Source: an optimization exercise on an open RTL-to-GDS flow (aim: small area). Production flows keep margins and buffers that such runs may drop.
Where RTL was checked, it was by simulation tests only, not by an equivalence proof against the original.
Power is estimated from default activity; no workload was simulated.

==> flow/design.v (excerpt) <==
module s3lcd_compositor (
    input  wire        clk,
    input  wire        rst,
    input  wire        cmd_valid,
    output wire        cmd_ready,
    input  wire [7:0]  cmd_op,
    input  wire [31:0] cmd_x,
    input  wire [31:0] cmd_y,
    input  wire [31:0] cmd_w,
    input  wire [31:0] cmd_h,
    input  wire [15:0] cmd_color,
    input  wire [7:0]  cmd_alpha,
    input  wire [1:0]  cmd_wrap,       
    input  wire [31:0] cmd_src,        
    output wire        src_en,
    output wire [31:0] src_addr,
    input  wire [15:0] src_data,
    output wire        rd_en,
    output wire [11:0] rd_addr,
    input  wire [15:0] rd_data,
    output wire        wr_en,
    output wire [11:0] wr_addr,
    output wire [15:0] wr_data,
    output reg  [1:0]  rotation
);
For scale: about 250 flip-flops, about 310 I/O pins, ~13,000 µm² of cells after synthesis.
==> flow/config.mk <==
export PLATFORM = sky130hd
export DESIGN_NAME = s3lcd_compositor
export DESIGN_NICKNAME = s3lcd_compositor
export VERILOG_FILES = /design/flow/design.v
export SDC_FILE = /design/flow/constraint.sdc
export NUM_CORES = 4
export LEC_CHECK = 0
export CAP_MARGIN = 20
export CORE_MARGIN = 2
export CORE_UTILIZATION = 65
export CTS_BUF_LIST = sky130_fd_sc_hd__clkbuf_8
export CTS_CLUSTER_DIAMETER = 50
export CTS_CLUSTER_SIZE = 14
export PLACE_DENSITY = 0.75
export SLEW_MARGIN = 20
==> flow/constraint.sdc <==
create_clock -name core_clock -period 10.0 [get_ports {clk}]
set_input_delay 2.0000 -clock core_clock [delete_from_list [all_inputs] [get_ports {clk}]]
set_output_delay 2.0000 -clock core_clock [all_outputs]
set_load 0.01 [all_outputs]
standard.sh (not shown) runs the stock make flow with config.mk's settings and CLKGATE_MAP_FILE= SYNTH_SCRIPT=/design/flow/synth_recipe.tcl, a recipe that flattens the netlist after the stock synthesis.
==> flow/flow/run.sh <==
#!/bin/bash
# Standard layout, but with the smallest buffer on every input and output port.
set -euo pipefail
export BUFFER_PORTS_ARGS="-buffer_cell sky130_fd_sc_hd__buf_1"
bash standard.sh > standard_flow.log 2>&1
The baseline passed the timing, DRC and antenna checks.
==> next run, changes <==
--- a/flow/design.v
+++ b/flow/design.v
@@ -155,17 +155,17 @@
     reg        sub;
     always @(*) begin
         a = 2'b00; b = 2'b00; sub = 1'b1;
         case (st)
             ST_M:  begin a = S[1:0]; b = mul_b; end
             ST_K:  begin a = S[1:0]; b = sh_b; end
             ST_Y1, ST_X1: begin a = p_g; b = l_s; sub = 1'b0; end
             ST_Y2, ST_X2: begin a = bigc ? dm_s : l_reg; b = negc ? 2'b00 : p_s; end
-            ST_B1: begin a = W[1:0]; b = bigx ? dm_s : W[1:0]; end
+            ST_B1: begin a = bigx ? W[1:0] : 2'b00; b = bigx ? dm_s : 2'b00; end
             ST_B2: begin a = Y[1:0]; b = xneg ? X[1:0] : 2'b00; end
             ST_PIX: begin
                 if (blit & ~xl)  begin a = S[1:0]; b = sh_b; sub = 1'b0; end
                 else if (xl)     begin a = H[1:0]; b = one_s; end
                 else             begin a = W[1:0]; b = one_s; end
             end
             default: begin a = S[1:0]; b = sh_b; sub = 1'b0; end    
         endcase
Outcome:
- The changed run completed with no timing, DRC or antenna violations
- via count shrinks by 2.6%
- design area barely changes
- first-iteration DRC count grows by 2.6%
- cell count shrinks by 0.37%
- core utilization shrinks by 0.26 points
- hold slack hardly moves
- total power shrinks by about 3.3%
- die area grows by 0.47%
- maximum frequency grows by about 9%
No functional check of the RTL was part of the second run of this note.

--- another note on this design; it stands on its own ---

## JK
// s3lcd_compositor
module s3lcd_compositor (
    input  wire        clk,
    input  wire        rst,
    input  wire        cmd_valid,
    output wire        cmd_ready,
    input  wire [7:0]  cmd_op,
    input  wire [31:0] cmd_x,
    input  wire [31:0] cmd_y,
    input  wire [31:0] cmd_w,
    input  wire [31:0] cmd_h,
    input  wire [15:0] cmd_color,
    input  wire [7:0]  cmd_alpha,
    input  wire [1:0]  cmd_wrap,       
    input  wire [31:0] cmd_src,        
    output wire        src_en,
    output wire [31:0] src_addr,
    input  wire [15:0] src_data,
    output wire        rd_en,
    output wire [11:0] rd_addr,
    input  wire [15:0] rd_data,
    output wire        wr_en,
    output wire [11:0] wr_addr,
    output wire [15:0] wr_data,
    output reg  [1:0]  rotation
);
make LEC_CHECK=0 CAP_MARGIN=20 CORE_MARGIN=2 CORE_UTILIZATION=65 CTS_BUF_LIST=sky130_fd_sc_hd__clkbuf_4 PLACE_DENSITY=0.75 SLEW_MARGIN=20 finish   # period 10.0 ns
run.sh (not shown) runs the stock make flow with config.mk's settings and CLKGATE_MAP_FILE= SYNTH_SCRIPT=/design/flow/synth_recipe.tcl, a recipe that flattens the netlist after the stock synthesis.
No stage failed in JK, and the final checks on the layout all came back clean.
Input-level comparison between MS and JK:
==> flow/flow/run.sh (new file) <==
#!/bin/bash
# Standard layout, but with the smallest buffer on every input and output port.
set -euo pipefail
export BUFFER_PORTS_ARGS="-buffer_cell sky130_fd_sc_hd__buf_1"
bash standard.sh > standard_flow.log 2>&1
==> flow/standard.sh (new file) <==
#!/bin/bash
# synth_recipe.tcl (not shown) runs the flow's synth.tcl, then flattens the netlist and writes it again
# the make line also repeats each setting of config.mk as NAME=value (left out here)
make -C /OpenROAD-flow-scripts/flow DESIGN_CONFIG=/design/flow/config.mk WORK_HOME=/design/flow/orfs CLKGATE_MAP_FILE= SYNTH_SCRIPT=/design/flow/synth_recipe.tcl "${@:-finish}"
removed: flow/run.sh
==> run notes <==
- Delta(TritonCTS buffer count, MS - JK) > 0
- MS has worst setup slack above what JK had.
- Sort MS and JK by combinational power desc -> top: JK
- MS can be clocked faster than JK.
- Final hold slack in MS is 35 ps lower than in JK
- Number of cells on the worst reg-to-reg path sits lower in MS than in JK.
- Overall power | MS below JK
- In the flow results for MS and JK, the global router's overall resource usage is smaller on MS.
- met2 usage in MS is 16 points below JK.

afterwards: timing with drivers on the ports:
No port has a modelled driver above. Below, the same layouts with a new extraction and two added sets of constraints.
Step 1: set_driving_cell puts a clkbuf_16 on clk and a buf_2 on each other input, an assumption about the parent block.
Step 2 moves the port delays by t, midway between the first and last clock arrival at a register: inputs arrive t later, outputs are due t later. That takes back most of the time a late clock gives input paths.
a / b / c = ideal / step 1 / step 2; a / b = the first two.
| run | shift t [ns] | setup slack, ns | worst setup path at the end |
|---|---|---|---|
| the first run of note 1 | 0.623 | 3.272 / 3.272 / 3.272 | register to register |
| the second run of note 1 | 0.585 | 3.837 / 3.837 / 3.837 | register to register |
| JK | 0.782 | 3.504 / 3.461 / 4.243 | register to output |
| MS | 0.689 | 3.995 / 3.952 / 4.640 | register to output |
After both steps every run listed still meets setup and hold.
